This design comes from an exercise in tuning for small area on the open sky130 flow, not from production work. Function was checked by simulation only, so behaviour that the tests miss may differ from the original. Power is estimated from default activity; no workload was simulated.

==> flow/design.v <==
module lpe_gamma (
    input  wire [4:0] lvl_r,
    input  wire [4:0] lvl_g,
    input  wire [4:0] lvl_b,
    output reg  [7:0] duty_r,
    output reg  [7:0] duty_g,
    output reg  [7:0] duty_b
);
    always @(*) begin
        case (lvl_r)
            5'd0: duty_r = 8'd255;
            5'd1: duty_r = 8'd255;
            5'd2: duty_r = 8'd254;
            5'd3: duty_r = 8'd253;
            5'd4: duty_r = 8'd251;
            5'd5: duty_r = 8'd249;
            5'd6: duty_r = 8'd246;
            5'd7: duty_r = 8'd242;
            5'd8: duty_r = 8'd239;
            5'd9: duty_r = 8'd234;
            5'd10: duty_r = 8'd229;
            5'd11: duty_r = 8'd223;
            5'd12: duty_r = 8'd217;
            5'd13: duty_r = 8'd211;
            5'd14: duty_r = 8'd203;
            5'd15: duty_r = 8'd196;
            5'd16: duty_r = 8'd188;
            5'd17: duty_r = 8'd179;
            5'd18: duty_r = 8'd170;
            5'd19: duty_r = 8'd160;
            5'd20: duty_r = 8'd149;
            5'd21: duty_r = 8'd138;
            5'd22: duty_r = 8'd127;
            5'd23: duty_r = 8'd115;
            5'd24: duty_r = 8'd103;
            5'd25: duty_r = 8'd90;
            5'd26: duty_r = 8'd76;
            5'd27: duty_r = 8'd62;
            5'd28: duty_r = 8'd47;
            5'd29: duty_r = 8'd32;
            5'd30: duty_r = 8'd17;
            5'd31: duty_r = 8'd0;
            default: duty_r = 8'hFF;
        endcase
    end
    always @(*) begin
        case (lvl_g)
            5'd0: duty_g = 8'd255;
            5'd1: duty_g = 8'd255;
            5'd2: duty_g = 8'd255;
            5'd3: duty_g = 8'd254;
            5'd4: duty_g = 8'd253;
            5'd5: duty_g = 8'd251;
            5'd6: duty_g = 8'd249;
            5'd7: duty_g = 8'd246;
            5'd8: duty_g = 8'd243;
            5'd9: duty_g = 8'd239;
            5'd10: duty_g = 8'd234;
            5'd11: duty_g = 8'd229;
            5'd12: duty_g = 8'd224;
            5'd13: duty_g = 8'd218;
            5'd14: duty_g = 8'd211;
            5'd15: duty_g = 8'd204;
            5'd16: duty_g = 8'd196;
            5'd17: duty_g = 8'd187;
            5'd18: duty_g = 8'd178;
            5'd19: duty_g = 8'd169;
            5'd20: duty_g = 8'd158;
            5'd21: duty_g = 8'd147;
            5'd22: duty_g = 8'd136;
            5'd23: duty_g = 8'd123;
            5'd24: duty_g = 8'd110;
            5'd25: duty_g = 8'd97;
            5'd26: duty_g = 8'd82;
            5'd27: duty_g = 8'd67;
            5'd28: duty_g = 8'd52;
            5'd29: duty_g = 8'd35;
            5'd30: duty_g = 8'd18;
            5'd31: duty_g = 8'd0;
            default: duty_g = 8'hFF;
        endcase
    end
    always @(*) begin
        case (lvl_b)
            5'd0: duty_b = 8'd255;
            5'd1: duty_b = 8'd255;
            5'd2: duty_b = 8'd255;
            5'd3: duty_b = 8'd255;
            5'd4: duty_b = 8'd255;
            5'd5: duty_b = 8'd254;
            5'd6: duty_b = 8'd254;
            5'd7: duty_b = 8'd253;
            5'd8: duty_b = 8'd251;
            5'd9: duty_b = 8'd249;
            5'd10: duty_b = 8'd247;
            5'd11: duty_b = 8'd244;
            5'd12: duty_b = 8'd241;
            5'd13: duty_b = 8'd237;
            5'd14: duty_b = 8'd232;
            5'd15: duty_b = 8'd227;
            5'd16: duty_b = 8'd220;
            5'd17: duty_b = 8'd213;
            5'd18: duty_b = 8'd206;
            5'd19: duty_b = 8'd197;
            5'd20: duty_b = 8'd187;
            5'd21: duty_b = 8'd176;
            5'd22: duty_b = 8'd164;
            5'd23: duty_b = 8'd151;
            5'd24: duty_b = 8'd137;
            5'd25: duty_b = 8'd122;
            5'd26: duty_b = 8'd105;
            5'd27: duty_b = 8'd87;
            5'd28: duty_b = 8'd68;
            5'd29: duty_b = 8'd47;
            5'd30: duty_b = 8'd24;
            5'd31: duty_b = 8'd0;
            default: duty_b = 8'hFF;
        endcase
    end
endmodule
module led_phase_engine (
    input  wire        clk,
    input  wire        rst,           
    input  wire        tick,          
    input  wire        bus_valid,     
    input  wire        bus_write,     
    input  wire [7:0]  bus_addr,      
    input  wire [1:0]  bus_size,      
    input  wire [31:0] bus_wdata,
    output reg  [31:0] bus_rdata,     
    output reg         bus_rvalid,    
    output wire [5:0]  anode,
    output wire        red_n,         
    output wire        green_n,
    output wire        blue_n,
    output wire        blue_oe,       
    output wire        pump_sink,
    output reg         hook_once,
    output reg         hook_twice
);
    localparam [3:0] OP_INIT          = 4'h1;
    localparam [3:0] OP_ENABLE        = 4'h2;
    localparam [3:0] OP_DISABLE       = 4'h3;
    localparam [3:0] OP_SET_PIXEL     = 4'h4;
    localparam [3:0] OP_SET_PIXEL_RAW = 4'h5;
    localparam [3:0] OP_REQUEST_SWAP  = 4'h6;
    localparam [3:0] OP_COPY_FORWARD  = 4'h7;
    localparam [3:0] F_ILLEGAL_CMD        = 4'd1;
    localparam [3:0] F_NOT_INIT           = 4'd2;
    localparam [3:0] F_INIT_WHILE_ENABLED = 4'd3;
    localparam [3:0] F_INDEX_RANGE        = 4'd4;
    localparam [3:0] F_PERCEPTUAL_RANGE   = 4'd5;
    localparam [3:0] F_SWAP_BUSY          = 4'd6;
    localparam [3:0] F_WRITE_DURING_SWAP  = 4'd7;
    localparam [3:0] F_BUS_WIDTH_ALIGN    = 4'd8;
    localparam [3:0] F_BUS_UNMAPPED       = 4'd9;
    localparam [3:0] F_BUS_WRITE_RO       = 4'd10;
    reg  [5:0][1:0][23:0] mem;
    reg  [5:0]  act_ptr;
    reg  [5:0]  same;
    reg         active_sel;
    reg         swap_pending;
    reg  [2:0]  cur_pixel;
    reg  [2:0]  cur_phase;
    reg  [7:0]  live_val;
    reg         cmp_ok;
    reg  [7:0]  cnt;
    reg         enabled;
    reg         initialized;
    reg         anode_on;
    reg         blue_mode;
    reg  [9:0]  fault;
    reg  [3:0]  fault_cause;
    reg  [31:0] fault_info;
    wire [3:0] op  = bus_wdata[31:28];
    wire [3:0] idx = bus_wdata[27:24];
    wire [7:0] fr  = bus_wdata[23:16];
    wire [7:0] fg  = bus_wdata[15:8];
    wire [7:0] fbv = bus_wdata[7:0];
    wire access_ok  = (bus_size == 2'd2) && (bus_addr[1:0] == 2'b00);
    wire [2:0] slot = bus_addr[4:2];
    wire slot_ok    = !(slot[2] && slot[1]);                        
    wire in_regs    = (bus_addr[7:6] == 2'b00) &&
                      (!bus_addr[5] || (bus_addr[4:3] == 2'b00));    
    wire in_active  = (bus_addr[7:5] == 3'b010) && slot_ok;          
    wire in_pending = (bus_addr[7:5] == 3'b100) && slot_ok;          
    wire mapped     = in_regs || in_active || in_pending;
    wire fmt_n   = (op == OP_INIT) || (op == OP_ENABLE) || (op == OP_DISABLE) ||
                   (op == OP_REQUEST_SWAP) || (op == OP_COPY_FORWARD);
    wire fmt_p   = (op == OP_SET_PIXEL) || (op == OP_SET_PIXEL_RAW);
    wire illegal = fmt_n ? (bus_wdata[27:0] != 28'd0) : !fmt_p;
    wire idx_bad = idx[3] || (idx[2] && idx[1]);
    wire lvl_bad = (fr[7:5] != 3'd0) || (fg[7:5] != 3'd0) || (fbv[7:5] != 3'd0);
    wire [7:0] gam_r, gam_g, gam_b;
    lpe_gamma u_gamma (
        .lvl_r (fr[4:0]),
        .lvl_g (fg[4:0]),
        .lvl_b (fbv[4:0]),
        .duty_r(gam_r),
        .duty_g(gam_g),
        .duty_b(gam_b)
    );
    reg        do_fault;
    reg [3:0]  fault_code;
    reg [31:0] fault_word;
    reg        do_init, do_enable, do_disable, do_request, do_copy, do_pixel;
    always @(*) begin
        do_fault   = 1'b0;
        fault_code = 4'd0;
        fault_word = bus_wdata;
        do_init    = 1'b0;
        do_enable  = 1'b0;
        do_disable = 1'b0;
        do_request = 1'b0;
        do_copy    = 1'b0;
        do_pixel   = 1'b0;
        if (bus_valid) begin
            if (!access_ok) begin
                do_fault   = 1'b1;
                fault_code = F_BUS_WIDTH_ALIGN;
                fault_word = {24'd0, bus_addr};
            end else if (!mapped) begin
                do_fault   = 1'b1;
                fault_code = F_BUS_UNMAPPED;
                fault_word = {24'd0, bus_addr};
            end else if (bus_write && bus_addr != 8'h00) begin
                do_fault   = 1'b1;
                fault_code = F_BUS_WRITE_RO;
                fault_word = {24'd0, bus_addr};
            end else if (bus_write) begin
                if (illegal) begin
                    do_fault   = 1'b1;
                    fault_code = F_ILLEGAL_CMD;
                end else begin
                    case (op)
                        OP_INIT: begin
                            if (enabled) begin
                                do_fault   = 1'b1;
                                fault_code = F_INIT_WHILE_ENABLED;
                            end else begin
                                do_init = 1'b1;
                            end
                        end
                        OP_ENABLE: begin
                            if (!initialized) begin
                                do_fault   = 1'b1;
                                fault_code = F_NOT_INIT;
                            end else if (!enabled) begin
                                do_enable = 1'b1;
                            end
                        end
                        OP_DISABLE: begin
                            do_disable = 1'b1;
                        end
                        OP_SET_PIXEL: begin
                            if (!initialized) begin
                                do_fault   = 1'b1;
                                fault_code = F_NOT_INIT;
                            end else if (idx_bad) begin
                                do_fault   = 1'b1;
                                fault_code = F_INDEX_RANGE;
                            end else if (lvl_bad) begin
                                do_fault   = 1'b1;
                                fault_code = F_PERCEPTUAL_RANGE;
                            end else if (swap_pending) begin
                                do_fault   = 1'b1;
                                fault_code = F_WRITE_DURING_SWAP;
                            end else begin
                                do_pixel  = 1'b1;
                            end
                        end
                        OP_SET_PIXEL_RAW: begin
                            if (!initialized) begin
                                do_fault   = 1'b1;
                                fault_code = F_NOT_INIT;
                            end else if (idx_bad) begin
                                do_fault   = 1'b1;
                                fault_code = F_INDEX_RANGE;
                            end else if (swap_pending) begin
                                do_fault   = 1'b1;
                                fault_code = F_WRITE_DURING_SWAP;
                            end else begin
                                do_pixel = 1'b1;
                            end
                        end
                        OP_REQUEST_SWAP: begin
                            if (!initialized) begin
                                do_fault   = 1'b1;
                                fault_code = F_NOT_INIT;
                            end else if (swap_pending) begin
                                do_fault   = 1'b1;
                                fault_code = F_SWAP_BUSY;
                            end else begin
                                do_request = 1'b1;
                            end
                        end
                        OP_COPY_FORWARD: begin
                            if (!initialized) begin
                                do_fault   = 1'b1;
                                fault_code = F_NOT_INIT;
                            end else if (swap_pending) begin
                                do_fault   = 1'b1;
                                fault_code = F_WRITE_DURING_SWAP;
                            end else begin
                                do_copy = 1'b1;
                            end
                        end
                        default: ;
                    endcase
                end
            end
        end
    end
    wire        ph0      = (cur_phase == 3'd0);
    wire        ph1      = (cur_phase == 3'd1);
    wire        ph2      = (cur_phase == 3'd2);
    wire        ph_red   = (cur_phase == 3'd3);
    wire        ph_green = cur_phase[2];
    wire        ch_b     = !(ph_red || ph_green);
    reg  [5:0]  pix_oh;
    integer i;
    always @(*) begin
        for (i = 0; i < 6; i = i + 1)
            pix_oh[i] = (cur_pixel == i[2:0]);
    end
    reg [7:0] fetch;
    always @(*) begin
        fetch = 8'd0;
        for (i = 0; i < 6; i = i + 1) begin
            fetch = fetch
                | ({8{pix_oh[i] && !act_ptr[i] && ch_b}}     & mem[i][0][7:0])
                | ({8{pix_oh[i] && !act_ptr[i] && ph_red}}   & mem[i][0][23:16])
                | ({8{pix_oh[i] && !act_ptr[i] && ph_green}} & mem[i][0][15:8])
                | ({8{pix_oh[i] &&  act_ptr[i] && ch_b}}     & mem[i][1][7:0])
                | ({8{pix_oh[i] &&  act_ptr[i] && ph_red}}   & mem[i][1][23:16])
                | ({8{pix_oh[i] &&  act_ptr[i] && ph_green}} & mem[i][1][15:8]);
        end
    end
    wire [7:0] cmp_buf_sel = (cmp_ok && !ph0 && !ph1) ? fetch : 8'hFF;
    wire [5:0] anode_q = anode_on ? (ph0 ? {pix_oh[0], pix_oh[5:1]} : pix_oh) : 6'd0;
    wire       pump_q  = blue_mode && ph1;
    localparam [3:0] RK_ZERO = 4'd0, RK_SLOT = 4'd1, RK_BUF = 4'd2, RK_LIVE = 4'd3,
                     RK_CNT = 4'd4, RK_STATUS = 4'd5, RK_LINES = 4'd6, RK_FAULT = 4'd7,
                     RK_CAUSE = 4'd8, RK_INFO = 4'd9, RK_CONFIG = 4'd10;
    reg  [3:0]  rd_kind;
    reg  [2:0]  rd_pix;
    reg         rd_bank;
    reg  [1:0]  rd_ch;      
    reg  [7:0]  rd_snap;
    reg  [3:0]  kind_n;
    reg  [7:0]  snap_n;
    reg  [1:0]  ch_n;
    always @(*) begin
        kind_n = RK_ZERO;
        snap_n = cnt;
        ch_n   = 2'd0;
        if (access_ok) begin
            if (in_active || in_pending)
                kind_n = RK_SLOT;
            else begin
                case (bus_addr)
                    8'h04: kind_n = RK_STATUS;
                    8'h08: kind_n = RK_FAULT;
                    8'h0C: kind_n = RK_CAUSE;
                    8'h10: kind_n = RK_INFO;
                    8'h14: kind_n = RK_CNT;
                    8'h18: kind_n = RK_LIVE;
                    8'h1C: kind_n = RK_BUF;
                    8'h20: kind_n = RK_LINES;
                    8'h24: kind_n = RK_CONFIG;
                    default: kind_n = RK_ZERO;
                endcase
            end
        end
        case (bus_addr[5:2])
            4'h1: snap_n = {cur_pixel, cur_phase, active_sel, swap_pending};
            4'h6: snap_n = live_val;
            4'h8: snap_n = {pump_q, blue_mode, anode_q};
            default: snap_n = cnt;
        endcase
        if (bus_addr[2])    
            ch_n = !cmp_ok ? 2'd0 : ph2 ? 2'd3 : ph_red ? 2'd1 : ph_green ? 2'd2 : 2'd0;
        else                
            ch_n = ph_red ? 2'd3 : ph_green ? 2'd1 : ph0 ? 2'd2 : 2'd0;
    end
    wire in_slots = bus_addr[7] || bus_addr[6];
    always @(posedge clk) begin
        if (rst)
            bus_rvalid <= 1'b0;
        else
            bus_rvalid <= bus_valid && !bus_write;
        rd_kind <= kind_n;
        rd_snap <= snap_n;
        rd_ch   <= ch_n;
        rd_pix  <= in_slots ? slot : cur_pixel;
        rd_bank <= in_slots ? (act_ptr[slot] ^ (bus_addr[7] && !same[slot])) : act_ptr[cur_pixel];
    end
    reg [23:0] rd_loc;
    always @(*) begin
        rd_loc = 24'd0;
        for (i = 0; i < 6; i = i + 1)
            rd_loc = rd_loc
                | ({24{rd_pix == i[2:0] && !rd_bank}} & mem[i][0])
                | ({24{rd_pix == i[2:0] &&  rd_bank}} & mem[i][1]);
    end
    wire [7:0] rd_src_r = (rd_kind == RK_BUF) ? rd_loc[23:16] : rd_snap;
    wire [7:0] rd_src_g = (rd_kind == RK_BUF) ? rd_loc[15:8]  : rd_snap;
    wire [7:0] rd_src_b = (rd_kind == RK_BUF) ? rd_loc[7:0]   : rd_snap;
    wire [23:0] rd_cmp  = {(rd_ch == 2'd1) ? rd_src_r : 8'hFF,
                           (rd_ch == 2'd2) ? rd_src_g : 8'hFF,
                           (rd_ch == 2'd3) ? rd_src_b : 8'hFF};
    always @(*) begin
        case (rd_kind)
            RK_SLOT:   bus_rdata = {8'd0, rd_loc};
            RK_BUF:    bus_rdata = {8'd0, rd_cmp};
            RK_LIVE:   bus_rdata = {8'd0, rd_cmp};
            RK_CNT:    bus_rdata = {16'd0, rd_snap, rd_snap};
            RK_STATUS: bus_rdata = {19'd0, (fault != 10'd0), 1'b0, rd_snap[7:5], 1'b0,
                                    rd_snap[4:2], rd_snap[1], initialized, enabled, rd_snap[0]};
            RK_LINES:  bus_rdata = {12'd0, rd_snap[7:6], enabled, enabled, 10'd0, rd_snap[5:0]};
            RK_FAULT:  bus_rdata = {22'd0, fault};
            RK_CAUSE:  bus_rdata = {28'd0, fault_cause};
            RK_INFO:   bus_rdata = fault_info;
            RK_CONFIG: bus_rdata = 32'h80080506;
            default:   bus_rdata = 32'd0;
        endcase
    end
    always @(posedge clk) begin
        if (rst) begin
            fault       <= 10'd0;
            fault_cause <= 4'd0;
            fault_info  <= 32'd0;
        end else if (do_fault) begin
            if (fault == 10'd0) begin
                fault_cause <= fault_code;
                fault_info  <= fault_word;
            end
            fault[fault_code - 4'd1] <= 1'b1;
        end
    end
    wire enabled_after = do_enable ? 1'b1 : (do_disable ? 1'b0 : enabled);
    wire do_tick       = tick && enabled_after;
    wire [7:0] cnt_base = do_enable ? 8'd0 : cnt;
    wire [7:0] cnt_inc  = cnt_base + 8'd1;
    wire overflow   = do_tick && (cnt_inc == 8'd0);
    wire swap_pending_after = swap_pending || do_request;
    wire do_swap = overflow && ph_green && (cur_pixel == 3'd5) && swap_pending_after;
    always @(posedge clk) begin
        if (rst) begin
            enabled <= 1'b0;
            cnt     <= 8'd0;
        end else begin
            enabled <= enabled_after;
            if (do_init)
                cnt <= 8'd0;
            else if (do_tick)
                cnt <= cnt_inc;
            else if (do_enable)
                cnt <= 8'd0;
        end
    end
    reg ticked;
    always @(posedge clk) begin
        if (rst)
            ticked <= 1'b0;
        else
            ticked <= do_tick;
    end
    wire cnt_lo0 = (cnt[6:0] == 7'd0);
    always @(*) begin
        hook_once  = ticked && cnt_lo0 && !cnt[7];
        hook_twice = ticked && cnt_lo0;
    end
    always @(posedge clk) begin
        if (rst || do_init) begin
            live_val  <= 8'hFF;
            cur_pixel <= 3'd0;
            cur_phase <= 3'd0;
            anode_on  <= 1'b0;
            blue_mode <= 1'b0;
        end else if (do_disable) begin
            anode_on  <= 1'b0;
            blue_mode <= 1'b0;
        end else if (do_enable) begin
            live_val  <= 8'hFF;
            cmp_ok    <= 1'b0;
        end else if (overflow) begin
            live_val <= cmp_buf_sel;
            cmp_ok   <= 1'b1;
            case (cur_phase)
                3'd0: begin
                    anode_on <= 1'b0;
                    if (fetch != 8'hFF)
                        blue_mode <= 1'b1;
                    cur_phase <= 3'd1;
                end
                3'd1: begin
                    anode_on  <= 1'b1;
                    cur_phase <= 3'd2;
                end
                3'd2: begin
                    cur_phase <= 3'd3;
                end
                3'd3: begin
                    blue_mode <= 1'b0;
                    cur_phase <= 3'd4;
                end
                default: begin
                    cur_phase <= 3'd0;
                    cur_pixel <= (cur_pixel == 3'd5) ? 3'd0 : cur_pixel + 3'd1;
                end
            endcase
        end
    end
    always @(posedge clk) begin
        if (rst || do_init) begin
            active_sel   <= 1'b0;
            swap_pending <= 1'b0;
        end else if (do_swap) begin
            active_sel   <= ~active_sel;
            swap_pending <= 1'b0;
        end else begin
            swap_pending <= swap_pending_after;
        end
    end
    always @(posedge clk) begin
        if (do_init) begin
            act_ptr <= 6'd0;
            same    <= 6'd0;
        end else if (do_copy) begin
            same <= 6'h3F;
        end else if (do_pixel) begin
            for (i = 0; i < 6; i = i + 1)
                if (idx[2:0] == i[2:0])
                    same[i] <= 1'b0;
        end else if (do_swap) begin
            act_ptr <= act_ptr ^ ~same;
        end
    end
    always @(posedge clk) begin
        if (rst)
            initialized <= 1'b0;
        else if (do_init)
            initialized <= 1'b1;
    end
    wire [23:0] mem_wdata = (op[2] && op[0]) ? {fr, fg, fbv} : {gam_r, gam_g, gam_b};
    genvar gi, gk;
    generate
        for (gi = 0; gi < 6; gi = gi + 1) begin : g_slot
            for (gk = 0; gk < 2; gk = gk + 1) begin : g_bank
                wire we = do_init || (do_pixel && idx[2:0] == gi && act_ptr[gi] != gk);
                always @(posedge clk)
                    if (we)
                        mem[gi][gk] <= mem_wdata;
            end
        end
    endgenerate
    reg cnt_gt;
    always @(*) begin
        cnt_gt = 1'b0;
        for (i = 0; i < 8; i = i + 1)
            cnt_gt = (cnt[i] && !live_val[i]) || (!(cnt[i] ^ live_val[i]) && cnt_gt);
    end
    assign anode     = anode_q;
    assign pump_sink = pump_q;
    assign blue_oe   = blue_mode;
    assign red_n     = !(enabled && ph_green && cnt_gt);
    assign green_n   = !(enabled && ph0 && cnt_gt);
    assign blue_n    = !(blue_mode && ph_red && cnt_gt);
endmodule
==> flow/run.sh <==
#!/bin/bash
# synth_recipe.tcl (not shown) runs the flow's synth.tcl, then flattens the netlist and writes it again
# the make line also repeats each setting of config.mk as NAME=value (left out here)
make -C /OpenROAD-flow-scripts/flow DESIGN_CONFIG=/design/flow/config.mk WORK_HOME=/design/flow/orfs CLKGATE_MAP_FILE= SYNTH_SCRIPT=/design/flow/synth_recipe.tcl finish
==> flow/config.mk <==
export PLATFORM = sky130hd
export DESIGN_NAME = led_phase_engine
export DESIGN_NICKNAME = led_phase_engine
export VERILOG_FILES = /design/flow/design.v
export SDC_FILE = /design/flow/constraint.sdc
export NUM_CORES = 4
export LEC_CHECK = 0
export CAP_MARGIN = 20
export CORE_MARGIN = 2
export CORE_UTILIZATION = 40
export CTS_BUF_LIST = sky130_fd_sc_hd__clkbuf_4
export PLACE_DENSITY = 0.6
export SLEW_MARGIN = 20
==> flow/constraint.sdc <==
create_clock -name core_clock -period 8.0 [get_ports {clk}]
set_input_delay 1.6000 -clock core_clock [delete_from_list [all_inputs] [get_ports {clk}]]
set_output_delay 1.6000 -clock core_clock [all_outputs]
set_load 0.01 [all_outputs]
==> impl_summary.txt, run 1 <==
----------------------------------------------------
[Critical path]
  Chain of cells forming the critical path ... clkdlybuf4s50_1 -> inv_1 -> ha_1 -> nor4bb_1 -> o2111ai_1 -> or3_1 -> or3_1 -> and2_1 -> ha_1 -> and3_1 -> a311o_1 -> a21oi_1 -> o21ai_0 -> o31ai_1 -> o211ai_1 -> nor4b_1 -> a21oi_1
  Reg-to-reg startpoint ... enabled
  Worst Path Class, Setup ... primary input to register
  Slowest CP cell ... sky130_fd_sc_hd__clkdlybuf4s50_1
  Capturing element type of the critical path ... register
  Data arrival, critical path ... 7.18 ns
  Largest stage delay on the critical path ... 0.60 ns
  Depth of the most critical reg-to-reg path ... 12
  WP buf/inv ... 2
  Startpoint types ... primary input
  Maximum fanout count along the critical path ... 14
  Worst R2R End ... live_val[6]
  Required time of the critical path ... 8.69 ns
  Largest delay contributor family on the critical path ... simple AND/OR/NAND/NOR gates
  Slack of the worst reg-to-reg path ... 3.62 ns

[Detailed routing]
  Routed via count divided by cell count ... 6.64
  Detailed-routing iteration count for the pre-antenna-repair pass ... 9
  Total vias in the final route ... 19400
  Detail Route Antenna Nets ... 0
  DRC violation count after routing ... 0
  Violation count after the first detailed-routing iteration ... 3199
  Routed len/inst ... 29.9 um
  WL final ... 87500 um

[Cells and area]
  Area growth from synthesis to layout ... 15.9%
  Design Area, Final ... 0.0243 mm2
  Final nets ... 2247
  Post-layout util ... 47.1%
  Layout cells sized above 1 ... 14.8%

[Clocking]
  Post-CTS clock slew at the launch and capture registers of the worst setup and hold paths ... 0.06 ns
  # hold bufs at CTS ... 0
  Maximum buffer depth of the clock tree ... 3
  Root Buffer Master ... sky130_fd_sc_hd__clkbuf_4
  Number of buffers added for setup after CTS ... 0
  Clock latency (worst-skew pair) ... 0.91 ns
  Inserted Clock Buffers ... 103
  Htree depth ... 3
  Clock tree sinks ... 395
  CTS tree ... yes
  Number of instances resized during post-cts repair ... 0

[Run status]
  Result of the run ... timing/DRC/antenna clean

[Timing]
  Final Hold Fails ... 0
  Final sum of negative setup slack ... 0 ns
  Maximum clock rate ... 154 MHz
  Headroom to the max-slew limit ... 21.0%
  Clock skew ... 0.0594 ns
  Setup Viol. Count Final ... 0
  Number of max-slew violations in the final report ... 0
  Fin crit share ... 81.0%
  Post-layout min period ... 6.48 ns
  RSZ-0062 raised after global routing ... no
  Crit path setup slack, layout ... 1.52 ns
  Pin slew with the least headroom to its limit ... 1.18 ns

[Worst hold path]
  Count of cells along the worst hold path ... 2
  Terminating pin of the worst hold path ... fault_info[29]
  Origin of the worst min-delay path ... fault_info[29]
  Type of the worst min-delay path ... register to register

[Synthesis]
  Synthesized cell area ... 0.0209 mm2
  Library cells used by synthesis ... 83
  Top cell type's share of synthesized area ... 41.5%
  Top cells by count, synth ... sky130_fd_sc_hd__edfxtp_1, sky130_fd_sc_hd__nand2_1, sky130_fd_sc_hd__nor2_1, sky130_fd_sc_hd__a21oi_1, sky130_fd_sc_hd__clkbuf_1
  Nets in the synthesized netlist ... 2131
  Post-synthesis register bit count ... 395
  Portion of the post-synthesis area used by sequential elements ... 51.6%
  Instance count of the mapped netlist ... 2044
  Top flip-flop cell by instance count after synthesis ... sky130_fd_sc_hd__edfxtp_1
  Post-synth top area cell ... sky130_fd_sc_hd__edfxtp_1
  EDFF count, synth ... 289
  Biggest area contributors in the synthesized netlist ... sky130_fd_sc_hd__edfxtp_1, sky130_fd_sc_hd__dfxtp_1, sky130_fd_sc_hd__a21oi_1
  Synthesized area divided by synthesized cell count ... 10.2 um2
  Most common cell in the synthesized netlist ... sky130_fd_sc_hd__edfxtp_1
  Asr flop ratio synth ... 0%
  Total number of yosys warnings ... 2

[Die]
  Die area ... 0.0541 mm2
  Area inside the core boundary ... 0.0515 mm2
  Starting utilization of the core area ... 40.6%
  Die Y-Extent ... 233 um
  Number of placed I/O pins ... 93
  Std cell rows ... 83
  Overall die width ... 233 um

[Power]
  Largest vdd supply drop ... 0.146 mV
  Static leakage power ... 8.21 nW
  Power density over the cells ... 181 mW/mm2

[Placement]
  I/O Buffers ... 92
  Weighted congestion reported at the end of routability-driven placement ... 0.959
  Detailed placer's ending HPWL ... 57200 um
  Post-Place Setup Slack ... 0.668 ns
  Area after DPL ... 0.0229 mm2

[Global routing]
  Total Routing Usage GR ... 31.8%
  Largest net degree at the start of global routing ... 55
  Global-route congestion overflow total ... 0
  Global-route wire length before repair ... 125000 um
  Via count of the first global-routing pass ... 18100
  Number of antenna violations at the first check in global routing ... 7

[Flow run]
  Number of max-cap violations ... 0

----------------------------------------------------
[cell type report]
| cell class | instances | area [um2] |
|---|---|---|
| fill | 4874 | 27300 |
| sequential | 395 | 10800 |
| tap | 680 | 851 |
| inverter | 51 | 191 |
| clock inverter | 49 | 246 |
| clock buffer | 139 | 1040 |
| antenna | 4 | 10.0 |
| multi-input combinational | 1435 | 9580 |
| timing repair buffer | 174 | 1530 |
[per-stage QoR]
step                hold slack (ns)  power (mW)  instances
floorplan                     0.427        2.50       2044
global placement              0.435        2.68       2735
detailed placement            0.439        2.68       2735
CTS                           0.447        4.41       2923
global route                  0.483        4.55       2925
finish                        0.447        4.40       2927
[power breakdown]
part           switching [mW]  internal (mW)
Combinational           0.283          0.120
Clock                   0.893          0.851
Sequential             0.0145           2.23
[cells in the final DEF (no fill, tap or decap), types with 17 or more instances in the layout]
cell type,n
sky130_fd_sc_hd__a22o_1,55
sky130_fd_sc_hd__and3_1,37
sky130_fd_sc_hd__nor2b_1,20
sky130_fd_sc_hd__a22oi_1,96
sky130_fd_sc_hd__nor3_1,22
sky130_fd_sc_hd__a31oi_1,17
sky130_fd_sc_hd__clkdlybuf4s50_1,91
sky130_fd_sc_hd__a21oi_1,150
sky130_fd_sc_hd__and2_1,17
sky130_fd_sc_hd__dfxtp_1,105
sky130_fd_sc_hd__o21ai_0,73
sky130_fd_sc_hd__inv_1,48
sky130_fd_sc_hd__nand2b_1,20
sky130_fd_sc_hd__clkbuf_4,139
sky130_fd_sc_hd__o221ai_1,25
sky130_fd_sc_hd__a221oi_1,62
sky130_fd_sc_hd__or3_1,18
sky130_fd_sc_hd__ha_1,40
sky130_fd_sc_hd__nand3_1,87
sky130_fd_sc_hd__a222oi_1,24
sky130_fd_sc_hd__nor2_1,157
sky130_fd_sc_hd__edfxtp_1,289
sky130_fd_sc_hd__mux2i_1,32
sky130_fd_sc_hd__nand4_1,31
sky130_fd_sc_hd__nand2_1,181
sky130_fd_sc_hd__mux2_2,27
sky130_fd_sc_hd__clkinv_1,36
sky130_fd_sc_hd__buf_4,82
[flip-flops by register name, indices dropped and copies added (netlist names), 2 cells and up]
signal / flops
act_ptr: 6
cnt: 8
cur_phase: 3
cur_pixel: 3
fault: 10
fault_cause: 4
fault_info: 32
live_val: 8
mem: 288
rd_ch: 2
rd_kind: 4
rd_pix: 3
rd_snap: 8
same: 6
[worst register-to-register path, cell delays in order (launching register included)]
cell	delay, ns
sky130_fd_sc_hd__dfxtp_1	0.47
sky130_fd_sc_hd__or3_1	0.48
sky130_fd_sc_hd__or3_1	0.52
sky130_fd_sc_hd__and2_1	0.25
sky130_fd_sc_hd__ha_1	0.26
sky130_fd_sc_hd__and3_1	0.23
sky130_fd_sc_hd__a311o_1	0.35
sky130_fd_sc_hd__a21oi_1	0.11
sky130_fd_sc_hd__o21ai_0	0.14
sky130_fd_sc_hd__o31ai_1	0.48
sky130_fd_sc_hd__o211ai_1	0.46
sky130_fd_sc_hd__nor4b_1	0.39
sky130_fd_sc_hd__a21oi_1	0.07
[cells by family (layout without fill, tap and decap cells)]
logic type	Yosys count	in the layout	share of synthesized area [%]
buffers and inverters	214	413	3.91
DFF	395	395	51.6
AOI/OAI and AO/OA	638	638	21.7
and+or+nand+nor	673	673	15.9
xor gates and xnor gates	19	19	0.831
other	0	4	0
muxes	65	65	3.59
adders and majority gates	40	40	2.39
[layer usage]
metal / part of all wire, % / track usage [%] / routed length, um
met1: 38 / 42.6 / 33600
met5: 0.013 / 0 / 11
met2: 42 / 46.3 / 37000
met3: 14 / 10.5 / 12300
met4: 5.3 / 15.2 / 4680
[how the worst max path moves through the flow]
stage / start / endpoint / slack (ns) / cells past startpoint
global route: bus_wdata[8] / live_val[6] / 1.07 / 17
CTS: bus_wdata[8] / live_val[5] / 1.55 / 17
global placement: bus_wdata[8] / live_val[6] / 0.90 / 17
floorplan: bus_wdata[17] / act_ptr[4] / 2.14 / 19
detailed placement: bus_wdata[8] / live_val[5] / 0.67 / 17
finish: bus_wdata[9] / live_val[6] / 1.52 / 17
==> run 2, diff against run 1 <==
--- a/flow/config.mk
+++ b/flow/config.mk
@@ -9,5 +9,5 @@
 export CORE_MARGIN = 2
-export CORE_UTILIZATION = 40
-export CTS_BUF_LIST = sky130_fd_sc_hd__clkbuf_4
-export PLACE_DENSITY = 0.6
+export CORE_UTILIZATION = 60
+export CTS_BUF_LIST = sky130_fd_sc_hd__clkbuf_8
+export PLACE_DENSITY = 0.75
 export SLEW_MARGIN = 20
==> run 2 against run 1 <==
Synthesized cell count stayed put; count of clock-buffer cells in the layout shrank 63; first-iteration DRC count grew 12%; clock power up 6%; combinational power decreased by 2%; wire length is 6.6% lower; hold slack improved by 0.0029 ns; critical path type unchanged.
==> impl_summary.txt, run 2 <==
----------------------------------------------------
[Global routing]
  Global-route congestion overflow total ... 0 (unchanged)
  Via count of the first global-routing pass ... 18300 (+1.0%)
  Total Routing Usage GR ... 44.8% (+13 points)
  Number of antenna violations at the first check in global routing ... 2 (-5)
  Global-route wire length before repair ... 119000 um (-4.8%)
  Largest net degree at the start of global routing ... 55 (unchanged)

[Critical path]
  Startpoint types ... primary input
  Data arrival, critical path ... 7.17 ns (about the same)
  Capturing element type of the critical path ... register
  Maximum fanout count along the critical path ... 14 (unchanged)
  Worst Path Class, Setup ... primary input to register
  Required time of the critical path ... 8.47 ns (-0.22 ns)

[Cells and area]
  Biggest regs ... mem x288, fault_info x32, fault x10
  Area growth from synthesis to layout ... 14.3%
  Commonest non-fill, non-tap cell in the layout ... sky130_fd_sc_hd__edfxtp_1
  Commonest non-fill, non-tap cells in the layout ... sky130_fd_sc_hd__edfxtp_1, sky130_fd_sc_hd__nand2_1, sky130_fd_sc_hd__nor2_1
  Layout cells sized above 1 ... 12.1% (-2.7 points)
  Final nets ... 2200 (-2.1%)
  Number of flip-flops under the largest register name ... 288 (unchanged)
  Register bank with the most flops ... mem

[Synthesis]
  Nets in the synthesized netlist ... 2131 (unchanged)
  Post-synthesis register bit count ... 395 (unchanged)
  EDFF count, synth ... 289 (unchanged)
  Total number of yosys warnings ... 2 (unchanged)
  Top cell type's share of synthesized area ... 41.5% (unchanged)
  Instance count of the mapped netlist ... 2044 (unchanged)
  Most common cell in the synthesized netlist ... sky130_fd_sc_hd__edfxtp_1
  Biggest area contributors in the synthesized netlist ... sky130_fd_sc_hd__edfxtp_1, sky130_fd_sc_hd__dfxtp_1, sky130_fd_sc_hd__a21oi_1
  Library cells used by synthesis ... 83 (unchanged)
  Post-synth top area cell ... sky130_fd_sc_hd__edfxtp_1
  Synthesized area divided by synthesized cell count ... 10.2 um2 (unchanged)
  Asr flop ratio synth ... 0% (unchanged)
  Top cells by count, synth ... sky130_fd_sc_hd__edfxtp_1, sky130_fd_sc_hd__nand2_1, sky130_fd_sc_hd__nor2_1, sky130_fd_sc_hd__a21oi_1, sky130_fd_sc_hd__clkbuf_1
  Top flip-flop cell by instance count after synthesis ... sky130_fd_sc_hd__edfxtp_1
  Synthesized cell area ... 0.0209 mm2 (unchanged)
  Portion of the post-synthesis area used by sequential elements ... 51.6% (unchanged)

[Clocking]
  Clock latency (worst-skew pair) ... 0.65 ns (-0.26 ns)
  Number of instances resized during post-cts repair ... 0 (unchanged)
  # hold bufs at CTS ... 0 (unchanged)
  Post-CTS clock slew at the launch and capture registers of the worst setup and hold paths ... 0.07 ns (about the same)
  Maximum buffer depth of the clock tree ... 3 (unchanged)
  Number of buffers added for setup after CTS ... 0 (unchanged)
  Inserted Clock Buffers ... 67 (-35%)
  Htree depth ... 3 (unchanged)
  CTS tree ... yes
  Root Buffer Master ... sky130_fd_sc_hd__clkbuf_8
  Clock tree sinks ... 395 (unchanged)

[Timing]
  Number of max-slew violations in the final report ... 0 (unchanged)
  RSZ-0062 raised after global routing ... no
  Headroom to the max-slew limit ... 21.8% (+0.75 points)
  Setup Viol. Count Final ... 0 (unchanged)
  Crit path setup slack, layout ... 1.30 ns (-0.218 ns)
  Maximum clock rate ... 149 MHz (-3.3%)
  Clock skew ... 0.0262 ns (-0.0332 ns)
  Final Hold Fails ... 0 (unchanged)
  Pin slew with the least headroom to its limit ... 1.17 ns (-0.0113 ns)
  Post-layout min period ... 6.70 ns (+0.218 ns)
  Fin crit share ... 83.8% (+2.7 points)
  Final sum of negative setup slack ... 0 ns (unchanged)

[Power]
  Switching share of power ... 25.9% (-1.2 points)
  Power density over the cells ... 188 mW/mm2 (+3.8%)
  Power share of the combinational group ... 8.8% (-0.4 points)
  Clock share of power ... 41.2% (+1.5 points)
  Static leakage power ... 8.15 nW (-0.77%)
  Internal power summed over all cells ... 3.33 mW (+4.0%)
  Net switching power figure ... 1.16 mW (-2.1%)
  Part of the total power dissipated in sequential elements ... 50.0% (-1.2 points)
  Largest vdd supply drop ... 0.232 mV (+59%)

[Die]
  Starting utilization of the core area ... 60.7% (+20 points)
  Die Y-Extent ... 191 um (-18%)
  Area inside the core boundary ... 0.0345 mm2 (-33%)
  Overall die width ... 191 um (-18%)
  Std cell rows ... 68 (-18%)
  Number of placed I/O pins ... 93 (unchanged)
  Die area ... 0.0364 mm2 (-33%)

[Worst hold path]
  Type of the worst min-delay path ... register to register

[Detailed routing]
  Total vias in the final route ... 19600 (+1.0%)
  Detailed-routing iteration count for the pre-antenna-repair pass ... 9 (unchanged)
  WL final ... 81800 um (-6.6%)
  Detail Route Antenna Nets ... 0 (unchanged)
  Violation count after the first detailed-routing iteration ... 3580 (+12%)
  DRC violation count after routing ... 0 (unchanged)
  Routed via count divided by cell count ... 7.49 (+13%)
  Routed len/inst ... 31.2 um (+4.3%)

[Run status]
  Result of the run ... timing/DRC/antenna clean

[Placement]
  I/O Buffers ... 92 (unchanged)
  Weighted congestion reported at the end of routability-driven placement ... 1.04 (+8.9%)
  Post-Place Setup Slack ... 0.851 ns (+0.183 ns)
  Detailed placer's ending HPWL ... 53100 um (-7.1%)

[Flow run]
  Number of max-cap violations ... 0 (unchanged)

----------------------------------------------------
## run 2: stage by stage
step	power [mW]	instance area (um2)	util [%]	hold slack [ns]	cells
floorplan	2.50	20900	-	0.427	2044
global placement	2.66	22500	65.4	0.435	2498
detailed placement	2.67	22500	65.4	0.441	2498
CTS	4.47	23900	69.3	0.449	2619
global route	4.60	23900	69.4	0.472	2620
finish	4.50	23900	69.4	0.450	2623
## run 2: cell type report
| type | count | area (um2) |
|---|---|---|
| clock inverters | 45 | 302 |
| clock buffers | 76 | 1050 |
| multi-input cells | 1435 | 9540 |
| fillers | 2603 | 10500 |
| diodes | 3 | 7.51 |
| repair buffers | 163 | 1450 |
| well taps | 455 | 569 |
| inverters | 51 | 191 |
| flip-flops and latches | 395 | 10800 |
## run 2: worst max-delay path, cell delays in order
cell                              delay, ns
sky130_fd_sc_hd__clkdlybuf4s50_1       0.66
sky130_fd_sc_hd__inv_1                 0.25
sky130_fd_sc_hd__ha_1                  0.31
sky130_fd_sc_hd__nor4bb_1              0.29
sky130_fd_sc_hd__o2111ai_1             0.25
sky130_fd_sc_hd__or3_1                 0.48
sky130_fd_sc_hd__or3_1                 0.55
sky130_fd_sc_hd__and2_1                0.26
sky130_fd_sc_hd__ha_1                  0.26
sky130_fd_sc_hd__and3_1                0.22
sky130_fd_sc_hd__a311o_1               0.35
sky130_fd_sc_hd__a21oi_1               0.11
sky130_fd_sc_hd__o21ai_0               0.15
sky130_fd_sc_hd__o31ai_1               0.49
sky130_fd_sc_hd__o211ai_1              0.46
sky130_fd_sc_hd__nor4b_1               0.40
sky130_fd_sc_hd__a21oi_1               0.07
## run 2: power by group through the flow
| stage | Combinational (mW) | Sequential [mW] | Clock [mW] |
|---|---|---|---|
| after detailed placement | 0.374 | 2.29 | 0 |
| final | 0.396 | 2.25 | 1.85 |
| after global placement | 0.368 | 2.29 | 0 |
| after global routing | 0.410 | 2.25 | 1.94 |
| after floorplan | 0.210 | 2.29 | 0 |
| after CTS | 0.375 | 2.25 | 1.85 |
## run 2: cell families (layout without fill, tap and decap cells)
logic type	after synthesis	count (layout)	synth area share, %
XOR/XNOR	19	19	0.831
other	0	3	0
AO/OA/AOI/OAI	638	638	21.7
flip-flops	395	395	51.6
adder cells (fa/ha/maj)	40	40	2.39
buffers and inverters	214	335	3.91
AND/OR/NAND/NOR	673	673	15.9
multiplexers	65	65	3.59
## run 2: worst paths after layout
path                        from              to  slack, ns  cells past startpoint
setup / recovery   bus_wdata[17]     live_val[6]       1.30                     17
hold / removal    fault_info[25]  fault_info[25]       0.45                      2
setup reg to reg    cur_pixel[0]       blue_mode       3.46                     12
hold reg to reg   fault_info[25]  fault_info[25]       0.45                      2
## run 2: per-layer routing
metal | up-vias | GRT usage [%] | wire length, um
met3 | 415 | 15.5 | 13600
met1 | 9221 | 59.6 | 29100
met2 | 1909 | 63.0 | 33500
met4 | 0 | 26.9 | 5640
met5 | - | 0 | 0
li1 | 8100 | - | -
==> run 3, diff against run 2 <==
--- a/flow/design.v
+++ b/flow/design.v
@@ -180,9 +180,7 @@
     wire access_ok  = (bus_size == 2'd2) && (bus_addr[1:0] == 2'b00);
-    wire [2:0] slot = bus_addr[4:2];
-    wire slot_ok    = !(slot[2] && slot[1]);                        
-    wire in_regs    = (bus_addr[7:6] == 2'b00) &&
-                      (!bus_addr[5] || (bus_addr[4:3] == 2'b00));    
-    wire in_active  = (bus_addr[7:5] == 3'b010) && slot_ok;          
-    wire in_pending = (bus_addr[7:5] == 3'b100) && slot_ok;          
+    wire in_regs    = (bus_addr <= 8'h24);
+    wire in_active  = (bus_addr >= 8'h40) && (bus_addr <= 8'h54);
+    wire in_pending = (bus_addr >= 8'h80) && (bus_addr <= 8'h94);
     wire mapped     = in_regs || in_active || in_pending;
+    wire [2:0] slot = bus_addr[4:2];
     wire fmt_n   = (op == OP_INIT) || (op == OP_ENABLE) || (op == OP_DISABLE) ||
@@ -191,3 +189,3 @@
     wire illegal = fmt_n ? (bus_wdata[27:0] != 28'd0) : !fmt_p;
-    wire idx_bad = idx[3] || (idx[2] && idx[1]);
+    wire idx_bad = (idx > 4'd5);
     wire lvl_bad = (fr[7:5] != 3'd0) || (fg[7:5] != 3'd0) || (fbv[7:5] != 3'd0);
@@ -206,2 +204,3 @@
     reg        do_init, do_enable, do_disable, do_request, do_copy, do_pixel;
+    reg [23:0] pixel_val;
     always @(*) begin
@@ -216,2 +215,3 @@
         do_pixel   = 1'b0;
+        pixel_val  = {fr, fg, fbv};
         if (bus_valid) begin
@@ -269,2 +269,3 @@
                                 do_pixel  = 1'b1;
+                                pixel_val = {gam_r, gam_g, gam_b};
                             end
@@ -445,2 +446,3 @@
     wire overflow   = do_tick && (cnt_inc == 8'd0);
+    wire hook_b_hit = do_tick && (cnt_inc == 8'h80);
     wire swap_pending_after = swap_pending || do_request;
@@ -461,13 +463,10 @@
     end
-    reg ticked;
     always @(posedge clk) begin
-        if (rst)
-            ticked <= 1'b0;
-        else
-            ticked <= do_tick;
-    end
-    wire cnt_lo0 = (cnt[6:0] == 7'd0);
-    always @(*) begin
-        hook_once  = ticked && cnt_lo0 && !cnt[7];
-        hook_twice = ticked && cnt_lo0;
+        if (rst) begin
+            hook_once  <= 1'b0;
+            hook_twice <= 1'b0;
+        end else begin
+            hook_once  <= overflow;
+            hook_twice <= overflow || hook_b_hit;
+        end
     end
@@ -545,3 +544,3 @@
     end
-    wire [23:0] mem_wdata = (op[2] && op[0]) ? {fr, fg, fbv} : {gam_r, gam_g, gam_b};
+    wire [23:0] mem_wdata = do_init ? 24'hFFFFFF : pixel_val;
     genvar gi, gk;
@@ -557,8 +556,3 @@
     endgenerate
-    reg cnt_gt;
-    always @(*) begin
-        cnt_gt = 1'b0;
-        for (i = 0; i < 8; i = i + 1)
-            cnt_gt = (cnt[i] && !live_val[i]) || (!(cnt[i] ^ live_val[i]) && cnt_gt);
-    end
+    wire cnt_gt = (cnt > live_val);
     assign anode     = anode_q;
--- a/flow/config.mk
+++ b/flow/config.mk
@@ -9,5 +9,4 @@
 export CORE_MARGIN = 2
-export CORE_UTILIZATION = 60
-export CTS_BUF_LIST = sky130_fd_sc_hd__clkbuf_8
-export PLACE_DENSITY = 0.75
+export CORE_UTILIZATION = 40
+export PLACE_DENSITY = 0.6
 export SLEW_MARGIN = 20
==> run 3 against run 2 <==
Hold slack lost 0.0059 ns; clock skew fell by 0.0041 ns; area after synthesis rose by 1.0%; combinational power hardly changed; non-clock buffer count fell by 5; cell area up 2.0%; final cell count is 7.6% higher; critical endpoint is now cur_pixel[2]; largest power group unchanged; highest routed layer unchanged.
==> impl_summary.txt, run 3 <==
----------------------------------------------------
[Clocking]
  Maximum buffer depth of the clock tree ... 3 (unchanged)
  Number of buffers added for setup after CTS ... 0 (unchanged)
  Clock latency (worst-skew pair) ... 0.61 ns (-0.04 ns)
  Root Buffer Master ... sky130_fd_sc_hd__clkbuf_16
  Number of instances resized during post-cts repair ... 0 (unchanged)
  CTS tree ... yes
  Htree depth ... 2 (-1)
  Inserted Clock Buffers ... 44 (-34%)
  Clock tree sinks ... 396 (+0.25%)
  # hold bufs at CTS ... 0 (unchanged)
  Post-CTS clock slew at the launch and capture registers of the worst setup and hold paths ... 0.06 ns (about the same)

[Cells and area]
  Number of flip-flops under the largest register name ... 288 (unchanged)
  Area growth from synthesis to layout ... 15.4%
  Count of filler cells inserted in the layout ... 4792 (+84%)
  Commonest non-fill, non-tap cells in the layout ... sky130_fd_sc_hd__edfxtp_1, sky130_fd_sc_hd__nand2_1, sky130_fd_sc_hd__a22oi_1
  Biggest regs ... mem x288, fault_info x32, fault x10
  Layout cells sized above 1 ... 9.89% (-2.2 points)
  Commonest non-fill, non-tap cell in the layout ... sky130_fd_sc_hd__edfxtp_1
  Final nets ... 2184 (-0.73%)
  Register bank with the most flops ... mem

[Placement]
  Post-Place Setup Slack ... 1.30 ns (+0.452 ns)
  I/O Buffers ... 92 (unchanged)
  Detailed placer's ending HPWL ... 58700 um (+10%)
  Weighted congestion reported at the end of routability-driven placement ... 1.01 (-3.2%)

[Detailed routing]
  Violation count after the first detailed-routing iteration ... 3310 (-7.5%)
  Routed via count divided by cell count ... 6.87 (-8.3%)
  Routed len/inst ... 31.3 um (+0.42%)
  Detailed-routing iteration count for the pre-antenna-repair pass ... 12 (+3)
  DRC violation count after routing ... 0 (unchanged)
  Total vias in the final route ... 19400 (-1.3%)
  Detail Route Antenna Nets ... 0 (unchanged)
  WL final ... 88400 um (+8.0%)

[Global routing]
  Total Routing Usage GR ... 31.8% (-13 points)
  Number of antenna violations at the first check in global routing ... 1 (-1)
  Global-route congestion overflow total ... 0 (unchanged)
  Largest net degree at the start of global routing ... 57 (+3.6%)
  Via count of the first global-routing pass ... 18100 (-1.2%)
  Global-route wire length before repair ... 126000 um (+6.2%)

[Synthesis]
  Instance count of the mapped netlist ... 2062 (+0.88%)
  Total number of yosys warnings ... 2 (unchanged)
  Library cells used by synthesis ... 88 (+6.0%)
  EDFF count, synth ... 289 (unchanged)
  Asr flop ratio synth ... 0% (unchanged)
  Nets in the synthesized netlist ... 2148 (+0.80%)
  Post-synth top area cell ... sky130_fd_sc_hd__edfxtp_1
  Most common cell in the synthesized netlist ... sky130_fd_sc_hd__edfxtp_1
  Top flip-flop cell by instance count after synthesis ... sky130_fd_sc_hd__edfxtp_1
  Synthesized cell area ... 0.0211 mm2 (+1.0%)
  Post-synthesis register bit count ... 396 (+0.25%)
  Synthesized area divided by synthesized cell count ... 10.2 um2 (+0.12%)
  Biggest area contributors in the synthesized netlist ... sky130_fd_sc_hd__edfxtp_1, sky130_fd_sc_hd__dfxtp_1, sky130_fd_sc_hd__a22oi_1
  Portion of the post-synthesis area used by sequential elements ... 51.2% (-0.42 points)
  Top cells by count, synth ... sky130_fd_sc_hd__edfxtp_1, sky130_fd_sc_hd__nand2_1, sky130_fd_sc_hd__a22oi_1, sky130_fd_sc_hd__clkbuf_1, sky130_fd_sc_hd__nor2_1
  Top cell type's share of synthesized area ... 41.1% (-0.41 points)

[Critical path]
  Chain of cells forming the critical path ... clkdlybuf4s50_1 -> inv_1 -> ha_1 -> nor3b_1 -> o211ai_1 -> nor4_2 -> nand4_1 -> buf_4 -> and2_1 -> ha_1 -> nand4b_1 -> mux2i_1 -> a32oi_1 -> or3_1 -> nor3_4 -> nand2_1 -> or3_1 -> a21oi_1
  Largest stage delay on the critical path ... 0.61 ns (-0.05 ns)
  Startpoint types ... primary input
  Reg-to-reg startpoint ... cur_pixel[2]
  Largest delay contributor family on the critical path ... simple AND/OR/NAND/NOR gates
  Slowest CP cell ... sky130_fd_sc_hd__clkdlybuf4s50_1
  Worst Path Class, Setup ... primary input to register
  Capturing element type of the critical path ... register
  Slack of the worst reg-to-reg path ... 3.95 ns (+0.49 ns)
  Required time of the critical path ... 8.52 ns (+0.05 ns)
  Maximum fanout count along the critical path ... 12 (-2)
  Depth of the most critical reg-to-reg path ... 11 (-1)
  Data arrival, critical path ... 6.74 ns (-0.43 ns)
  WP buf/inv ... 3 (+1)
  Worst R2R End ... blue_mode

[Die]
  Std cell rows ... 84 (+24%)
  Number of placed I/O pins ... 93 (unchanged)
  Area inside the core boundary ... 0.0524 mm2 (+52%)
  Starting utilization of the core area ... 40.3% (-20 points)
  Overall die width ... 234 um (+23%)
  Die area ... 0.0547 mm2 (+50%)
  Die Y-Extent ... 234 um (+23%)

[Worst hold path]
  Origin of the worst min-delay path ... fault_info[25]
  Type of the worst min-delay path ... register to register
  Count of cells along the worst hold path ... 2 (unchanged)
  Terminating pin of the worst hold path ... fault_info[25]

[Timing]
  Final sum of negative setup slack ... 0 ns (unchanged)
  Number of max-slew violations in the final report ... 0 (unchanged)
  Pin slew with the least headroom to its limit ... 1.10 ns (-0.0777 ns)
  Crit path setup slack, layout ... 1.78 ns (+0.480 ns)
  Post-layout min period ... 6.22 ns (-0.480 ns)
  Maximum clock rate ... 161 MHz (+7.7%)
  RSZ-0062 raised after global routing ... no
  Clock skew ... 0.0221 ns (-0.00406 ns)
  Final Hold Fails ... 0 (unchanged)
  Setup Viol. Count Final ... 0 (unchanged)
  Headroom to the max-slew limit ... 27.0% (+5.2 points)
  Fin crit share ... 77.7% (-6.0 points)

[Flow run]
  Number of max-cap violations ... 0 (unchanged)

[Power]
  Overall power consumption ... 4.67 mW (+3.8%)
  Largest vdd supply drop ... 0.146 mV (-37%)
  Power density over the cells ... 191 mW/mm2 (+1.7%)
  Static leakage power ... 8.15 nW (about the same)

[Run status]
  Result of the run ... timing/DRC/antenna clean

----------------------------------------------------
run 3: cell count changes in the layout (fill, tap and decap cells not counted), sizes merged, moves of 20 or more:
cell    before  now
clkbuf      76   56
nand2      181  203
a21oi      153  128
a22oi       96  135
a32oi        4   26
nor2       162  131
o221ai      25    5
run 3: metal layers:
layer,GRT usage (%),up-vias,wire (um)
met3,9.34,319,11600
met2,48.1,1536,38000
met5,0,-,0
li1,-,8136,-
met1,41.6,9391,33500
met4,16.0,0,5190
run 3: area by class of cell:
type | instances | area, um2 | area share, %
tap | 688 | 861 | 3.53
clock buffer | 55 | 1170 | 4.81
timing repair buffer | 158 | 1410 | 5.79
clock inverter | 26 | 250 | 1.03
multi-input combinational | 1440 | 9650 | 39.6
antenna | 1 | 2.50 | 0.0103
sequential | 396 | 10800 | 44.4
inverter | 58 | 218 | 0.893
run 3: cells by family after synthesis:
family | after synthesis | share of synthesized area [%]
compound gates | 652 | 22.1
xor+xnor | 22 | 0.912
fa+ha+maj | 39 | 2.31
buf+inv | 226 | 4.22
flops | 396 | 51.2
mux | 43 | 2.42
simple gates | 684 | 16.8
run 3: report_power, final:
part           switching [mW]  internal, mW
registers              0.0223          2.21
clock network           0.887          1.15
logic                   0.274         0.122
run 3: worst max path at each step:
stage,slack (ns),from,endpoint,cells after the start
2_1_floorplan,2.45,bus_wdata[17],cmp_ok,19
3_3_place_gp,1.53,bus_wdata[17],cur_pixel[2],18
3_5_place_dp,1.30,bus_wdata[17],cur_pixel[2],18
4_1_cts,1.89,bus_wdata[17],cur_pixel[2],18
5_1_grt,1.45,bus_wdata[17],live_val[6],17
6_report,1.78,bus_wdata[17],cur_pixel[2],18
run 3: tightest hold or removal path: cells and delay by family, from the launching register on:
kind	cells	cell delay, ns
simple gates	1	0.05
compound gates	1	0.05
flops	1	0.30
run 3: metrics by stage:
stage               cell area [um2]  hold slack (ns)  cells  util, %
finish                        24400            0.444   2822     46.5
floorplan                     21100            0.427   2062        -
CTS                           24400            0.446   2820     46.5
global route                  24400            0.475   2821     46.5
detailed placement            23000            0.439   2739     43.8
global placement              23000            0.435   2739     43.8
==> run 4, diff against run 3 <==
--- a/flow/design.v
+++ b/flow/design.v
@@ -180,7 +180,9 @@
     wire access_ok  = (bus_size == 2'd2) && (bus_addr[1:0] == 2'b00);
-    wire in_regs    = (bus_addr <= 8'h24);
-    wire in_active  = (bus_addr >= 8'h40) && (bus_addr <= 8'h54);
-    wire in_pending = (bus_addr >= 8'h80) && (bus_addr <= 8'h94);
-    wire mapped     = in_regs || in_active || in_pending;
     wire [2:0] slot = bus_addr[4:2];
+    wire slot_ok    = !(slot[2] && slot[1]);                        
+    wire in_regs    = (bus_addr[7:6] == 2'b00) &&
+                      (!bus_addr[5] || (bus_addr[4:3] == 2'b00));    
+    wire in_active  = (bus_addr[7:5] == 3'b010) && slot_ok;          
+    wire in_pending = (bus_addr[7:5] == 3'b100) && slot_ok;          
+    wire mapped     = in_regs || in_active || in_pending;
     wire fmt_n   = (op == OP_INIT) || (op == OP_ENABLE) || (op == OP_DISABLE) ||
@@ -189,3 +191,3 @@
     wire illegal = fmt_n ? (bus_wdata[27:0] != 28'd0) : !fmt_p;
-    wire idx_bad = (idx > 4'd5);
+    wire idx_bad = idx[3] || (idx[2] && idx[1]);
     wire lvl_bad = (fr[7:5] != 3'd0) || (fg[7:5] != 3'd0) || (fbv[7:5] != 3'd0);
@@ -204,3 +206,2 @@
     reg        do_init, do_enable, do_disable, do_request, do_copy, do_pixel;
-    reg [23:0] pixel_val;
     always @(*) begin
@@ -215,3 +216,2 @@
         do_pixel   = 1'b0;
-        pixel_val  = {fr, fg, fbv};
         if (bus_valid) begin
@@ -269,3 +269,2 @@
                                 do_pixel  = 1'b1;
-                                pixel_val = {gam_r, gam_g, gam_b};
                             end
@@ -446,3 +445,2 @@
     wire overflow   = do_tick && (cnt_inc == 8'd0);
-    wire hook_b_hit = do_tick && (cnt_inc == 8'h80);
     wire swap_pending_after = swap_pending || do_request;
@@ -463,10 +461,13 @@
     end
+    reg ticked;
     always @(posedge clk) begin
-        if (rst) begin
-            hook_once  <= 1'b0;
-            hook_twice <= 1'b0;
-        end else begin
-            hook_once  <= overflow;
-            hook_twice <= overflow || hook_b_hit;
-        end
+        if (rst)
+            ticked <= 1'b0;
+        else
+            ticked <= do_tick;
+    end
+    wire cnt_lo0 = (cnt[6:0] == 7'd0);
+    always @(*) begin
+        hook_once  = ticked && cnt_lo0 && !cnt[7];
+        hook_twice = ticked && cnt_lo0;
     end
@@ -544,3 +545,3 @@
     end
-    wire [23:0] mem_wdata = do_init ? 24'hFFFFFF : pixel_val;
+    wire [23:0] mem_wdata = (op[2] && op[0]) ? {fr, fg, fbv} : {gam_r, gam_g, gam_b};
     genvar gi, gk;
@@ -556,3 +557,8 @@
     endgenerate
-    wire cnt_gt = (cnt > live_val);
+    reg cnt_gt;
+    always @(*) begin
+        cnt_gt = 1'b0;
+        for (i = 0; i < 8; i = i + 1)
+            cnt_gt = (cnt[i] && !live_val[i]) || (!(cnt[i] ^ live_val[i]) && cnt_gt);
+    end
     assign anode     = anode_q;
==> flow/flow/run.sh (new file) <==
#!/bin/bash
# Own layout flow: the standard ORFS flow with three changes:
#  - synthesis maps logic with an area-oriented ABC script (flow/abc_area.script);
#    everything else in synthesis (and so every register) is the standard one;
#  - port buffers use a small buffer cell;
#  - CTS uses small clock buffers and no dummy loads.
# Each tool's output goes to a log file in this folder.
set -euo pipefail
W=$(pwd)
FLOW=${FLOW_HOME}
RES=$W/orfs/results/${FLOW_PLATFORM}/led_phase_engine/base

# Synthesis script: the reference script, sourcing a copy of ORFS's synth.tcl
# whose ABC step uses the area script.
sed "s|^source \$::env(SCRIPTS_DIR)/synth_preamble.tcl|source \$::env(SCRIPTS_DIR)/synth_preamble.tcl\nset abc_args [lreplace \$abc_args 1 1 $W/flow/abc_area.script]|" \
    "$FLOW/scripts/synth.tcl" > "$W/own_synth.tcl"
grep -q "abc_area.script" "$W/own_synth.tcl"
sed "s|source \$::env(SCRIPTS_DIR)/synth.tcl|source $W/own_synth.tcl|" \
    "$W/synth_recipe.tcl" > "$W/own_synth_recipe.tcl"
grep -q "own_synth.tcl" "$W/own_synth_recipe.tcl"

export CTS_ARGS="-sink_clustering_enable -repair_clock_nets -dont_use_dummy_load -buf_list sky130_fd_sc_hd__clkbuf_8"
export BUFFER_PORTS_ARGS="-buffer_cell sky130_fd_sc_hd__buf_2"

make -C "$FLOW" DESIGN_CONFIG="$W/config.mk" WORK_HOME="$W/orfs" CLKGATE_MAP_FILE= \
    SYNTH_SCRIPT="$W/own_synth_recipe.tcl" \
    BUFFER_PORTS_ARGS="$BUFFER_PORTS_ARGS" \
    CTS_ARGS="$CTS_ARGS" \
    finish > "$W/make_finish.log" 2>&1

: # left out here: write the final layout as DEF
==> flow/flow/abc_area.script (new file) <==
strash
&get -n
&st
&dch
&nf -a
&put
topo
==> flow/standard.sh (new file) <==
#!/bin/bash
# synth_recipe.tcl (not shown) runs the flow's synth.tcl, then flattens the netlist and writes it again
# the make line also repeats each setting of config.mk as NAME=value (left out here)
make -C /OpenROAD-flow-scripts/flow DESIGN_CONFIG=/design/flow/config.mk WORK_HOME=/design/flow/orfs CLKGATE_MAP_FILE= SYNTH_SCRIPT=/design/flow/synth_recipe.tcl "${@:-finish}"
removed: flow/run.sh
==> run 4 against run 3 <==
Still clean on timing, DRC and antenna; area after synthesis shrank 7.6%; die area fell by 7.4%; maximum frequency fell by 9.0%; critical path depth is 2 higher; final cell count fell by 0.96%; via count fell by 6.4%; sequential cell count decreased by 1; sequential share of layout area up 3.8 points; critical path type unchanged; largest power group unchanged; highest routed layer is now met5.
==> impl_summary.txt, run 4 <==
----------------------------------------------------
[Detailed routing]
  Detailed-routing iteration count for the pre-antenna-repair pass ... 10 (-2)
  Routed via count divided by cell count ... 6.49 (-5.5%)
  Detail Route Antenna Nets ... 0 (unchanged)
  DRC violation count after routing ... 0 (unchanged)
  Total vias in the final route ... 18100 (-6.4%)
  Violation count after the first detailed-routing iteration ... 3033 (-8.4%)

[Synthesis]
  Post-synthesis register bit count ... 395 (-0.25%)
  Top flip-flop cell by instance count after synthesis ... sky130_fd_sc_hd__edfxtp_1
  Post-synth top area cell ... sky130_fd_sc_hd__edfxtp_1
  Instance count of the mapped netlist ... 1953 (-5.3%)
  Portion of the post-synthesis area used by sequential elements ... 55.3% (+4.1 points)
  Top cell type's share of synthesized area ... 44.4% (+3.4 points)
  Biggest area contributors in the synthesized netlist ... sky130_fd_sc_hd__edfxtp_1, sky130_fd_sc_hd__dfxtp_1, sky130_fd_sc_hd__nand2_1
  Nets in the synthesized netlist ... 2040 (-5.0%)
  EDFF count, synth ... 289 (unchanged)
  Library cells used by synthesis ... 57 (-35%)
  Asr flop ratio synth ... 0% (unchanged)
  Synthesized area divided by synthesized cell count ... 10.0 um2 (-2.4%)

[Critical path]
  Capturing element type of the critical path ... register
  Data arrival, critical path ... 7.37 ns (+0.63 ns)
  WP buf/inv ... 2 (-1)
  Chain of cells forming the critical path ... buf_2 -> clkinv_1 -> ha_1 -> nor4b_1 -> nand4_1 -> nor4_1 -> o21ai_0 -> o21ai_0 -> nand3_1 -> and2_0 -> ha_1 -> nand4_1 -> nor3_1 -> xor2_1 -> nand2_1 -> nor4_1 -> nand4_1 -> nor2_1 -> o21ai_0 -> a21oi_1
  Required time of the critical path ... 8.54 ns (+0.02 ns)
  Number of cells on the critical path ... 20 (+2)
  Slack of the worst reg-to-reg path ... 2.58 ns (-1.37 ns)

[Placement]
  Weighted congestion reported at the end of routability-driven placement ... 0.937 (-7.3%)
  Detailed placer's ending HPWL ... 54000 um (-7.9%)
  I/O Buffers ... 92 (unchanged)
  Total placed cells including tap cells ... 2724 (-0.55%)
  Area after DPL ... 0.0214 mm2 (-6.6%)
  Post-Place Setup Slack ... 0.722 ns (-0.581 ns)

[Timing]
  Post-layout min period ... 6.83 ns (+0.615 ns)
  Final sum of negative setup slack ... 0 ns (unchanged)
  Fin crit share ... 85.4% (+7.7 points)
  Final Hold Fails ... 0 (unchanged)
  Number of max-slew violations in the final report ... 0 (unchanged)
  Crit path setup slack, layout ... 1.17 ns (-0.615 ns)
  RSZ-0062 raised after global routing ... no
  Headroom to the max-slew limit ... 18.5% (-8.4 points)
  Setup Viol. Count Final ... 0 (unchanged)
  Clock skew ... 0.0812 ns (+0.0591 ns)
  Worst hold margin ... 0.492 ns (+0.0481 ns)

[Clocking]
  Maximum buffer depth of the clock tree ... 3 (unchanged)
  Root Buffer Master ... sky130_fd_sc_hd__clkbuf_8
  Number of instances resized during post-cts repair ... 0 (unchanged)
  # hold bufs at CTS ... 0 (unchanged)
  Clock tree sinks ... 395 (-0.25%)
  Number of buffers added for setup after CTS ... 0 (unchanged)
  Post-CTS clock slew at the launch and capture registers of the worst setup and hold paths ... 0.06 ns (about the same)
  Htree depth ... 3 (+1)

[Cells and area]
  Final nets ... 2269 (+3.9%)
  Area growth from synthesis to layout ... 14.7%
  Number of flip-flops under the largest register name ... 288 (unchanged)
  Layout cells sized above 1 ... 12.1% (+2.2 points)
  Commonest non-fill, non-tap cells in the layout ... sky130_fd_sc_hd__nand2_1, sky130_fd_sc_hd__edfxtp_1, sky130_fd_sc_hd__nor2_1
  Diode count ... 0 (-1)
  Count of filler cells inserted in the layout ... 4478 (-6.6%)
  Commonest non-fill, non-tap cell in the layout ... sky130_fd_sc_hd__nand2_1
  Design Area, Final ... 0.0224 mm2 (-8.1%)

[Run status]
  Result of the run ... timing/DRC/antenna clean

[Flow run]
  Number of max-cap violations ... 0 (unchanged)

[Global routing]
  Via count of the first global-routing pass ... 16900 (-6.6%)
  Global-route wire length before repair ... 111000 um (-12%)
  Global-route congestion overflow total ... 0 (unchanged)

[Die]
  Starting utilization of the core area ... 40.7% (+0.44 points)
  Die Y-Extent ... 225 um (-3.8%)
  Overall die width ... 225 um (-3.8%)
  Number of placed I/O pins ... 93 (unchanged)
  Die area ... 0.0506 mm2 (-7.4%)

[Power]
  Power density over the cells ... 189 mW/mm2 (-1.5%)
  Static leakage power ... 7.76 nW (-4.8%)

----------------------------------------------------
-- run 4: changes by cell type after synthesis, moves of 34 or more --
cell	delta
sky130_fd_sc_hd__a222oi_1	+44
sky130_fd_sc_hd__a22o_1	-34
sky130_fd_sc_hd__a22oi_1	-85
sky130_fd_sc_hd__clkbuf_1	-133
sky130_fd_sc_hd__clkinv_1	+34
sky130_fd_sc_hd__inv_1	-56
sky130_fd_sc_hd__nand2_1	+258
sky130_fd_sc_hd__nand3_1	-52
sky130_fd_sc_hd__nand4_1	+46
sky130_fd_sc_hd__nor2_1	+40
sky130_fd_sc_hd__nor3_1	+39
-- run 4: where the power goes --
| part | total [mW] | internal (mW) | switching [mW] |
|---|---|---|---|
| Clock | 1.52 | 0.769 | 0.756 |
| Combinational | 0.433 | 0.112 | 0.321 |
| Sequential | 2.27 | 2.25 | 0.0198 |
| Total | 4.22 | 3.13 | 1.10 |
-- run 4: worst reg2reg max path, delay by kind of cell (launching register included) --
family	cells	cell delay, ns
compound gates	1	0.08
flops	1	0.56
simple gates	17	4.65
-- run 4: worst paths after layout --
kind                    end            from
min reg2reg  fault_info[24]  fault_info[24]
max              act_ptr[3]   bus_wdata[17]
min          fault_info[24]  fault_info[24]
max reg2reg       blue_mode      act_ptr[0]
-- run 4: layout make-up --
cell class                 count  area [um2]  area share [%]
sequential                   395       10800            48.2
multi-input combinational   1523        8790            39.2
clock buffer                  70         963            4.30
timing repair buffer         157         948            4.23
tap                          615         769            3.43
inverter                      35         131           0.586
-- run 4: cell families after synthesis --
kind of cell | Yosys count | synth area share, %
AO/OA/AOI/OAI | 490 | 16.9
XOR/XNOR | 13 | 0.583
adder cells (fa/ha/maj) | 40 | 2.56
buffers and inverters | 35 | 0.673
flip-flops | 395 | 55.3
multiplexers | 2 | 0.231
AND/OR/NAND/NOR | 978 | 23.7
-- run 4: per-layer routing --
layer / GRT usage (%) / vias to the layer above / routed length [um]
li1: - / 7982 / -
met1: 42.7 / 8824 / 31500
met2: 44.3 / 1185 / 32900
met3: 5.57 / 148 / 8640
met4: 13.3 / 2 / 3140
met5: 0 / - / 13

-- what the ideal ports hide --
The flow's constraints put no driver on any port. The routed layouts listed below were extracted and timed again, unchanged, in two steps.
Step 1, drivers: a clkbuf_16 drives clk and a buf_2 each remaining input, both assumed.
Step 2 also shifts input and output timing later by t, the mid clock arrival at the registers, as if the neighbouring blocks saw the same clock.
Three values: ideal ports, drivers, drivers and shift; two values: the first two.
| run | t (ns) | slack for setup (ns) | worst data-port slew with drivers (ns) |
|---|---|---|---|
| run 1 | 0.932 | 1.518 / 1.481 / 0.619 | 0.04 |
| run 2 | 0.688 | 1.300 / 1.327 / 0.640 | 0.04 |
| run 3 | 0.652 | 1.780 / 1.779 / 1.164 | 0.05 |
| run 4 | 0.673 | 1.165 / 1.194 / 0.520 | 0.03 |
After both steps every run listed still meets setup and hold. For run 1, which loses most, drivers alone change the setup slack by -0.037 ns; drivers and shift together by -0.899 ns.
